From an optimization exercise on the open Yosys and OpenROAD flow, aimed at small area; shortcuts taken in it are not production practice. Only the layout flow was run in this run; the RTL was not checked for function there. Power figures rest on the tool's default switching activity, not on a simulated workload.

### run.sh
#!/bin/bash
# synth_recipe.tcl (not shown) runs the flow's synth.tcl, then flattens the netlist and writes it again
# the make line also repeats each setting of config.mk as NAME=value (left out here)
make -C /OpenROAD-flow-scripts/flow DESIGN_CONFIG=/design/flow/config.mk WORK_HOME=/design/flow/orfs CLKGATE_MAP_FILE= SYNTH_SCRIPT=/design/flow/synth_recipe.tcl finish
### config.mk
export PLATFORM = sky130hd
export DESIGN_NAME = psx_bus_ctrl
export DESIGN_NICKNAME = psx_bus_ctrl
export VERILOG_FILES = /design/flow/design.v
export SDC_FILE = /design/flow/constraint.sdc
export NUM_CORES = 4
export LEC_CHECK = 0
export CAP_MARGIN = 20
export CORE_MARGIN = 2
export CORE_UTILIZATION = 40
export SLEW_MARGIN = 20
### constraint.sdc
create_clock -name core_clock -period 25.0 [get_ports {clk}]
set_input_delay 5.0000 -clock core_clock [delete_from_list [all_inputs] [get_ports {clk}]]
set_output_delay 5.0000 -clock core_clock [all_outputs]
set_load 0.01 [all_outputs]
### design.v
module bus_timing (
    input  wire [31:0] md,      
    input  wire [31:0] cd,      
    output wire [7:0]  t_byte,
    output wire [7:0]  t_half,
    output wire [7:0]  t_word
);
    wire [3:0] access_time    = md[7:4];
    wire       use_com0_time  = md[8];
    wire       use_com2_time  = md[10];
    wire       use_com3_time  = md[11];
    wire       data_bus_16bit = md[12];
    wire [3:0] com0 = cd[3:0];
    wire [3:0] com2 = cd[11:8];
    wire [3:0] com3 = cd[15:12];
    reg signed [10:0] first, seq, min_t;
    reg signed [10:0] byte_c, half_c, word_c;
    function [7:0] dec_clamp(input signed [10:0] x);
        dec_clamp = (x > 11'sd0) ? x[7:0] - 8'd1 : 8'd0;
    endfunction
    always @* begin
        first = 11'sd0;
        seq   = 11'sd0;
        min_t = 11'sd0;
        if (use_com0_time) begin
            first = first + ($signed({7'd0, com0}) - 11'sd1);
            seq   = seq   + ($signed({7'd0, com0}) - 11'sd1);
        end
        if (use_com2_time) begin
            first = first + $signed({7'd0, com2});
            seq   = seq   + $signed({7'd0, com2});
        end
        if (use_com3_time)
            min_t = $signed({7'd0, com3});
        if (first < 11'sd6)
            first = first + 11'sd1;
        first = first + $signed({7'd0, access_time}) + 11'sd2;
        seq   = seq   + $signed({7'd0, access_time}) + 11'sd2;
        if (first < min_t + 11'sd6)
            first = min_t + 11'sd6;
        if (seq < min_t + 11'sd2)
            seq = min_t + 11'sd2;
        byte_c = first;
        if (data_bus_16bit) begin
            half_c = first;
            word_c = first + seq;
        end else begin
            half_c = first + seq;
            word_c = first + seq + seq + seq;
        end
    end
    assign t_byte = dec_clamp(byte_c);
    assign t_half = dec_clamp(half_c);
    assign t_word = dec_clamp(word_c);
endmodule
module psx_bus_ctrl (
    input  wire        clk,
    input  wire        rst,           
    input  wire        req_valid,
    input  wire [1:0]  req_kind,      
    input  wire        req_write,
    input  wire [1:0]  req_size,      
    input  wire [31:0] req_addr,
    input  wire [31:0] req_wdata,
    input  wire        isc,           
    output reg         resp_valid,
    output reg         resp_ok,
    output reg  [2:0]  resp_exc,      
    output reg         resp_invalid,
    output reg  [4:0]  resp_region,
    output reg  [7:0]  resp_ticks,
    output reg  [31:0] resp_rdata
);
    localparam [4:0] R_RAM = 5'd0,  R_EXP1 = 5'd1,  R_SCRATCH = 5'd2, R_MEMCTRL = 5'd3,
                     R_JOY = 5'd4,  R_SIO = 5'd5,   R_MEMCTRL2 = 5'd6, R_INTC = 5'd7,
                     R_DMA = 5'd8,  R_TIMERS = 5'd9, R_CDROM = 5'd10, R_GPU = 5'd11,
                     R_MDEC = 5'd12, R_SPU = 5'd13, R_EXP2 = 5'd14,   R_BIOS = 5'd15,
                     R_HOLE = 5'd16, R_CACHECTL = 5'd17, R_SCRATCHPAD = 5'd18,
                     R_SUPPRESSED = 5'd19;
    localparam [2:0] EXC_NONE = 3'd0, EXC_ADEL = 3'd4, EXC_ADES = 3'd5,
                     EXC_IBE = 3'd6, EXC_DBE = 3'd7;
    localparam [31:0] RST0 = 32'h1F000000, RST1 = 32'h1F802000, RST2 = 32'h0013243F,
                      RST3 = 32'h00003022, RST4 = 32'h0013243F, RST5 = 32'h200931E1,
                      RST6 = 32'h00020843, RST7 = 32'h00070777, RST8 = 32'h00031125;
    localparam [31:0] MASK_BASE  = 32'hFFFFFFFF;
    localparam [31:0] MASK_DELAY = 32'hAF1FFFFF;
    localparam [31:0] MASK_COM   = 32'h0003FFFF;
    localparam [31:0] RAM_SIZE_RST = 32'h00000B88;
    reg [31:0] memctrl [0:8];
    reg [31:0] ram_size_reg;
    reg [31:0] cache_control;
    reg [7:0] exp1_t  [0:2];
    reg [7:0] exp2_t  [0:2];
    reg [7:0] bios_t  [0:2];
    reg [7:0] cdrom_t [0:2];
    reg [7:0] spu_t   [0:2];
    wire [28:0] pa = req_addr[28:0];
    wire [2:0]  seg = req_addr[31:29];
    wire is_phys  = (req_kind == 2'd0);
    wire is_virt  = (req_kind == 2'd1);
    wire is_fetch = (req_kind == 2'd2);
    wire [1:0] size  = is_fetch ? 2'd2 : req_size;
    wire       write = is_fetch ? 1'b0 : req_write;
    wire aligned = (size == 2'd0) ||
                   (size == 2'd1 && pa[0] == 1'b0) ||
                   (size == 2'd2 && pa[1:0] == 2'b00);
    wire ok = (req_kind != 2'd3) && (size != 2'd3) && (aligned || is_virt);
    wire [31:0] wmask = (size == 2'd0) ? 32'h000000FF :
                        (size == 2'd1) ? 32'h0000FFFF : 32'hFFFFFFFF;
    wire [31:0] v = req_wdata & wmask;
    wire seg_bad   = (seg == 3'b001) || (seg == 3'b010) || (seg == 3'b011);
    wire seg_kseg2 = (seg == 3'b110) || (seg == 3'b111);
    wire seg_cached = (seg == 3'b000) || (seg == 3'b100);
    wire is_cachectl = (req_addr == 32'hFFFE0130);
    wire is_scratch  = (pa[28:10] == 19'h7E000);    
    reg  [2:0] exc;
    reg        m_cachectl, m_suppress, m_scratch;
    always @* begin
        exc        = EXC_NONE;
        m_cachectl = 1'b0;
        m_suppress = 1'b0;
        m_scratch  = 1'b0;
        if (is_virt) begin
            if (!aligned)
                exc = write ? EXC_ADES : EXC_ADEL;
            else if (seg_bad)
                exc = EXC_DBE;
            else if (seg_kseg2) begin
                if (is_cachectl) m_cachectl = 1'b1;
                else             exc = EXC_DBE;
            end else if (write && isc && seg_cached)
                m_suppress = 1'b1;
            else if (is_scratch)
                m_scratch = 1'b1;
        end else if (is_fetch) begin
            if (seg_bad || seg_kseg2)
                exc = EXC_IBE;
            else if (is_scratch)
                m_scratch = 1'b1;
        end
    end
    wire dispatch = (exc == EXC_NONE) && !m_cachectl && !m_suppress && !m_scratch;
    reg  [4:0]  pregion;
    reg  [28:0] off;
    always @* begin
        pregion = R_HOLE;
        off    = 29'd0;
        if (pa <= 29'h007FFFFF) begin
            pregion = R_RAM;      off = pa & 29'h001FFFFF;
        end else if (pa >= 29'h1F000000 && pa <= 29'h1F7FFFFF) begin
            pregion = R_EXP1;     off = pa - 29'h1F000000;
        end else if (pa >= 29'h1F800000 && pa <= 29'h1F8003FF) begin
            pregion = R_SCRATCH;  off = pa - 29'h1F800000;
        end else if (pa >= 29'h1F801000 && pa <= 29'h1F801023) begin
            pregion = R_MEMCTRL;  off = pa - 29'h1F801000;
        end else if (pa >= 29'h1F801040 && pa <= 29'h1F80104F) begin
            pregion = R_JOY;      off = pa - 29'h1F801040;
        end else if (pa >= 29'h1F801050 && pa <= 29'h1F80105F) begin
            pregion = R_SIO;      off = pa - 29'h1F801050;
        end else if (pa >= 29'h1F801060 && pa <= 29'h1F801063) begin
            pregion = R_MEMCTRL2; off = pa - 29'h1F801060;
        end else if (pa >= 29'h1F801070 && pa <= 29'h1F801077) begin
            pregion = R_INTC;     off = pa - 29'h1F801070;
        end else if (pa >= 29'h1F801080 && pa <= 29'h1F8010FF) begin
            pregion = R_DMA;      off = pa - 29'h1F801080;
        end else if (pa >= 29'h1F801100 && pa <= 29'h1F80112F) begin
            pregion = R_TIMERS;   off = pa - 29'h1F801100;
        end else if (pa >= 29'h1F801800 && pa <= 29'h1F801803) begin
            pregion = R_CDROM;    off = pa - 29'h1F801800;
        end else if (pa >= 29'h1F801810 && pa <= 29'h1F801817) begin
            pregion = R_GPU;      off = pa - 29'h1F801810;
        end else if (pa >= 29'h1F801820 && pa <= 29'h1F801827) begin
            pregion = R_MDEC;     off = pa - 29'h1F801820;
        end else if (pa >= 29'h1F801C00 && pa <= 29'h1F801FFF) begin
            pregion = R_SPU;      off = pa - 29'h1F801C00;
        end else if (pa >= 29'h1F802000 && pa <= 29'h1F803FFF) begin
            pregion = R_EXP2;     off = pa - 29'h1F802000;
        end else if (pa >= 29'h1FC00000 && pa <= 29'h1FC7FFFF) begin
            pregion = R_BIOS;     off = pa - 29'h1FC00000;
        end
    end
    wire [4:0] region = m_cachectl ? R_CACHECTL :
                        m_suppress ? R_SUPPRESSED :
                        m_scratch  ? R_SCRATCHPAD : pregion;
    wire invalid = dispatch &&
                   ((pregion == R_SCRATCH) || (pregion == R_HOLE) ||
                    (pregion == R_MEMCTRL2 && off[1:0] != 2'd0));
    wire [3:0] mc_idx = off[5:2];
    wire [4:0] mc_sh  = {off[1:0], 3'b000};
    reg [7:0]  ticks;
    reg [31:0] rdata;
    always @* begin
        ticks = 8'd0;
        rdata = 32'd0;
        if (invalid) begin
            ticks = 8'd1;
            rdata = write ? 32'd0 : (32'hFFFFFFFF & wmask);
        end else if (!write) begin
            case (region)
                R_RAM:     ticks = 8'd0;
                R_EXP1: begin
                    ticks = exp1_t[size];
                    rdata = 32'hFFFFFFFF & wmask;    
                end
                R_MEMCTRL: begin
                    ticks = 8'd2;
                    rdata = (memctrl[mc_idx] >> mc_sh) & wmask;
                end
                R_MEMCTRL2: begin
                    ticks = 8'd2;
                    rdata = ram_size_reg & wmask;
                end
                R_JOY, R_SIO, R_INTC, R_DMA, R_TIMERS, R_GPU, R_MDEC:
                    ticks = 8'd2;
                R_CDROM:   ticks = cdrom_t[size];
                R_SPU:     ticks = spu_t[size];
                R_EXP2: begin
                    ticks = exp2_t[size];
                    rdata = (off == 29'h21) ? 32'h0000000C : (32'hFFFFFFFF & wmask);
                end
                R_BIOS:    ticks = bios_t[size];
                R_CACHECTL: rdata = cache_control & wmask;
                default:   ticks = 8'd0;
            endcase
        end
    end
    wire do_req     = req_valid && ok && exc == EXC_NONE;
    wire mc_write   = do_req && write && region == R_MEMCTRL;
    wire ms_write   = do_req && write && region == R_MEMCTRL2 && off[1:0] == 2'd0;
    wire cc_write   = do_req && write && region == R_CACHECTL;
    wire [31:0] mc_v = v << mc_sh;
    function [31:0] mask_of(input [3:0] i);
        case (i)
            4'd0, 4'd1: mask_of = MASK_BASE;
            4'd8:       mask_of = MASK_COM;
            default:    mask_of = MASK_DELAY;
        endcase
    endfunction
    reg [31:0] mc_next [0:8];
    integer k;
    always @* begin
        for (k = 0; k < 9; k = k + 1) begin
            mc_next[k] = memctrl[k];
            if (mc_write && mc_idx == k[3:0])
                mc_next[k] = (memctrl[k] & ~mask_of(k[3:0])) | (mc_v & mask_of(k[3:0]));
        end
        if (rst) begin
            mc_next[0] = RST0; mc_next[1] = RST1; mc_next[2] = RST2;
            mc_next[3] = RST3; mc_next[4] = RST4; mc_next[5] = RST5;
            mc_next[6] = RST6; mc_next[7] = RST7; mc_next[8] = RST8;
        end
    end
    wire mc_changed = (mc_next[mc_idx] != memctrl[mc_idx]);
    wire recompute  = rst || (mc_write && mc_changed);
    wire [7:0] n_exp1  [0:2];
    wire [7:0] n_exp2  [0:2];
    wire [7:0] n_bios  [0:2];
    wire [7:0] n_cdrom [0:2];
    wire [7:0] n_spu   [0:2];
    bus_timing u_t_exp1  (.md(mc_next[2]), .cd(mc_next[8]),
                          .t_byte(n_exp1[0]),  .t_half(n_exp1[1]),  .t_word(n_exp1[2]));
    bus_timing u_t_exp2  (.md(mc_next[7]), .cd(mc_next[8]),
                          .t_byte(n_exp2[0]),  .t_half(n_exp2[1]),  .t_word(n_exp2[2]));
    bus_timing u_t_bios  (.md(mc_next[4]), .cd(mc_next[8]),
                          .t_byte(n_bios[0]),  .t_half(n_bios[1]),  .t_word(n_bios[2]));
    bus_timing u_t_cdrom (.md(mc_next[6]), .cd(mc_next[8]),
                          .t_byte(n_cdrom[0]), .t_half(n_cdrom[1]), .t_word(n_cdrom[2]));
    bus_timing u_t_spu   (.md(mc_next[5]), .cd(mc_next[8]),
                          .t_byte(n_spu[0]),   .t_half(n_spu[1]),   .t_word(n_spu[2]));
    integer j;
    always @(posedge clk) begin
        for (j = 0; j < 9; j = j + 1)
            memctrl[j] <= mc_next[j];
        if (rst)
            ram_size_reg <= RAM_SIZE_RST;
        else if (ms_write)
            ram_size_reg <= v;
        if (rst)
            cache_control <= 32'd0;
        else if (cc_write)
            cache_control <= v;
        if (recompute) begin
            for (j = 0; j < 3; j = j + 1) begin
                exp1_t[j]  <= n_exp1[j];
                exp2_t[j]  <= n_exp2[j];
                bios_t[j]  <= n_bios[j];
                cdrom_t[j] <= n_cdrom[j];
                spu_t[j]   <= n_spu[j];
            end
        end
    end
    always @(posedge clk) begin
        resp_valid   <= req_valid && !rst;
        resp_ok      <= ok;
        resp_exc     <= ok ? exc : EXC_NONE;
        resp_invalid <= ok && invalid;
        resp_region  <= (ok && exc == EXC_NONE) ? region : 5'd0;
        resp_ticks   <= (ok && exc == EXC_NONE) ? ticks : 8'd0;
        resp_rdata   <= (ok && exc == EXC_NONE) ? rdata : 32'd0;
    end
endmodule
==> results by group <==
Timing
  – Slew @ Worst Pin: 1181 ps
  – Hold Vio Cnt, Final: 0
  – Final period util: 89.75%
  – RSZ-0062 raised after global routing: no
  – Clock Skew: 86.91 ps
  – Setup TNS: 0 ps
  – Worst setup margin: 2563 ps
  – Fin Hold WS: 450.1 ps
  – Setup Viol. Count Final: 0
  – Max Freq: 0.04457 GHz
  – Rel. slew slack: 20.60%
  – Slew Viols, Final: 0
  – Min Clock Period, post-route: 22440 ps

Pwr
  – Peak supply drop: 0.00005115 V
  – Cell Pwr Density: 42.55 nW/um^2
  – Total power: 2.214 mW
  – Lkg Pwr: 20.18 nW

Cells and area
  – Design Area, Final: 52030 um^2
  – Nets@finish: 6537
  – Max reg flops: 288
  – Filler cells: 11.69k
  – Fin cells: 7675
  – Synth-to-layout area growth: 10.94%
  – Post-layout util: 44.78%
  – Register area: 11670 um^2
  – Share of cells above drive strength 1: 7.546%
  – Reg with most FFs: memctrl
  – Multi-input logic area: 32990 um^2

Synth
  – Synth Cell Area: 46900 um^2
  – Top post-synthesis cells by count: 707 x nand2_1, 693 x nor2_1, 498 x a21oi_1
  – Synth Area per Inst: 7.615 um^2
  – Synth Area in Simple Gates: 22.57%
  – Mapped Cells: 6159
  – Number of flops mapped to enable cells by yosys: 120
  – Synth Register Bits: 523
  – Fraction of registers with async set/reset: 0%
  – Yosys warns: 16
  – Mux cell area share after synthesis: 2.337%
  – Most common cell in the synthesized netlist: nand2_1
  – Main combinational cell family by area after synthesis: compound AO/OA/AOI/OAI gates
  – Synthesized Nets: 6600
  – Post-Synth XOR/XNOR Area: 6.733%
  – Synth top area cells: dfxtp_1 17%, ha_1 9.2%, edfxtp_1 7.7%
  – Post-synthesis compound-gate area fraction: 27.78%
  – Main synth FF type: dfxtp_1
  – Area leader, netlist: dfxtp_1
  – Top cell type's share of synthesized area: 17.20%
  – Cell variety after synth: 127
  – Post-synthesis sequential area ratio: 24.88%
  – Adder-cell area share of the yosys netlist: 10.41%

CTS
  – CTS Hold Bufs: 0
  – Worst-path clk slew: 60 ps
  – H-tree depth reported by CTS: 2
  – Worst-Skew Late Latency: 730 ps
  – Clock Tree Root: clkbuf_16
  – # Post-CTS Setup Buffers: 0
  – CTS Buf Count: 61
  – Post-cts gate resize count: 0
  – CTS tree: done
  – Sink Count: 523
  – Longest Clk Path Bufs: 3

Worst setup path
  – Worst EP arrival: 22800 ps
  – Slowest stage delay, CP: 960 ps
  – Critical path peak fanout: 32
  – Critical-path top delay cell: a221oi_1
  – Critical path type: input port to register
  – CP Launch Type: input port
  – Worst EP required: 25360 ps
  – Worst setup EP type: register

Placed design
  – Gpl congestion: 1.065
  – Placed cell count: 7556
  – Pre-CTS setup slack: 2586 ps
  – Input/output buffers: 123
  – Final HPWL DP: 150800 um
  – Area post-placement: 49770 um^2

Floorplanning
  – Total die area: 120000 um^2
  – # rows: 125
  – Placeable Area: 116200 um^2
  – Die X: 346.4 um
  – Initial Util: 40.36%
  – Top-level I/O count: 124
  – Die height: 346.4 um

Drt
  – Routed wire per std cell: 26.84 um
  – DR vias: 49.52k
  – # DRC: 0
  – DRT Pass-1 Iters: 9
  – Post-Route WL: 206000 um
  – Vias per cell: 6.453
  – Antenna viol nets, final: 0
  – DR iter-0 viols: 6016

Global routing
  – Vias in the first global route: 46.25k
  – Gr usage total: 32.86%
  – GR Overflow Total: 0
  – Initial antenna violation count: 2
  – Pin count of the biggest net entering global routing: 153
  – Global-route wire length before repair: 303200 um

Worst hold path
  – Worst min path class: register to register

Flow run
  – Max-Cap Viols: 0

Outcome
  – Status: no timing/DRC/antenna violations
power breakdown:
group | switching, mW | internal, mW
clock network | 0.408 | 0.597
registers | 0.00219 | 0.870
logic | 0.242 | 0.0949
total | 0.652 | 1.56
cells in the final DEF (no fill, tap or decap), types with 65 or more instances in the layout:
cell	n
a21o_1	65
nor3_1	154
a211oi_1	141
a31oi_1	67
nor2b_1	100
mux2i_1	69
a21oi_1	495
a221oi_1	66
ha_1	341
dfxtp_1	403
xnor2_1	234
nand3_1	165
edfxtp_1	120
o21ai_0	266
a22oi_1	165
nand2_1	707
xor2_1	124
inv_1	210
nor2_1	685
clkdlybuf4s50_1	122
o211ai_1	73
buf_4	145
nand4_1	73
cell families (layout without fill, tap and decap cells):
| kind of cell | Yosys count | count (layout) |
|---|---|---|
| compound gates | 1906 | 1906 |
| xor+xnor | 359 | 359 |
| fa+ha+maj | 377 | 377 |
| buf+inv | 628 | 618 |
| flops | 523 | 523 |
| mux | 99 | 99 |
| other cells | 0 | 2 |
| simple gates | 2267 | 2267 |
final timing paths:
kind	from	to	slack, ps	cells past startpoint
hold reg to reg	ram_size_reg[19]	ram_size_reg[19]	450	2
setup / recovery	req_addr[7]	bios_t[2][5]	2560	62
hold / removal	ram_size_reg[19]	ram_size_reg[19]	450	2
setup reg to reg	memctrl[4][8]	bios_t[2][5]	12960	47
critical path, delay by kind of cell:
| family | cells | cell delay (ps) |
|---|---|---|
| AOI/OAI and AO/OA | 21 | 7420 |
| xor gates and xnor gates | 2 | 460 |
| adders and majority gates | 9 | 3550 |
| buffers and inverters | 10 | 2020 |
| muxes | 2 | 780 |
| and+or+nand+nor | 18 | 3490 |
final cells by class:
type	instances	area share (%)
Antenna cell	2	0.009619
Clock buffer	82	3.205
Clock inverter	34	1.101
Inverter	233	1.681
Multi-Input combinational cell	5008	63.40
Sequential cell	523	22.43
Tap cell	1524	3.665
Timing Repair Buffer	269	4.506
layer usage:
layer / vias up / part of all wire, % / global-route usage (%)
met4: 0 / 6.0 / 17.01
met3: 659 / 10 / 7.434
met1: 23620 / 41 / 43.00
met2: 2777 / 43 / 50.38
li1: 22470 / - / -
met5: - / 0 / 0

-- afterwards: timing with drivers on the ports --
The flow's constraints put no driver on any port. The routed layout listed below was extracted and timed again, unchanged, in two steps. Step 1 sets driving cells, clkbuf_16 on the clock port and buf_2 on the other inputs (assumed; they add their load-dependent delay and slew). Step 2 adds t to the input delays and takes it off the output delays; t is the mean of the earliest and latest rising clock arrival at the registers after step 1. Input paths then give back, and output paths get back, about the clock's delay inside the block. Slacks: ideal / step 1 / step 2; pairs: ideal / step 1.
t (ns): 0.758
setup WS [ns]: 2.563 / 2.610 / 1.853
cell pins on the clock port's net: 1
After both steps setup and hold are still met in this run. The setup slack of this run moves by +0.047 ns with the drivers and by -0.710 ns with both steps.
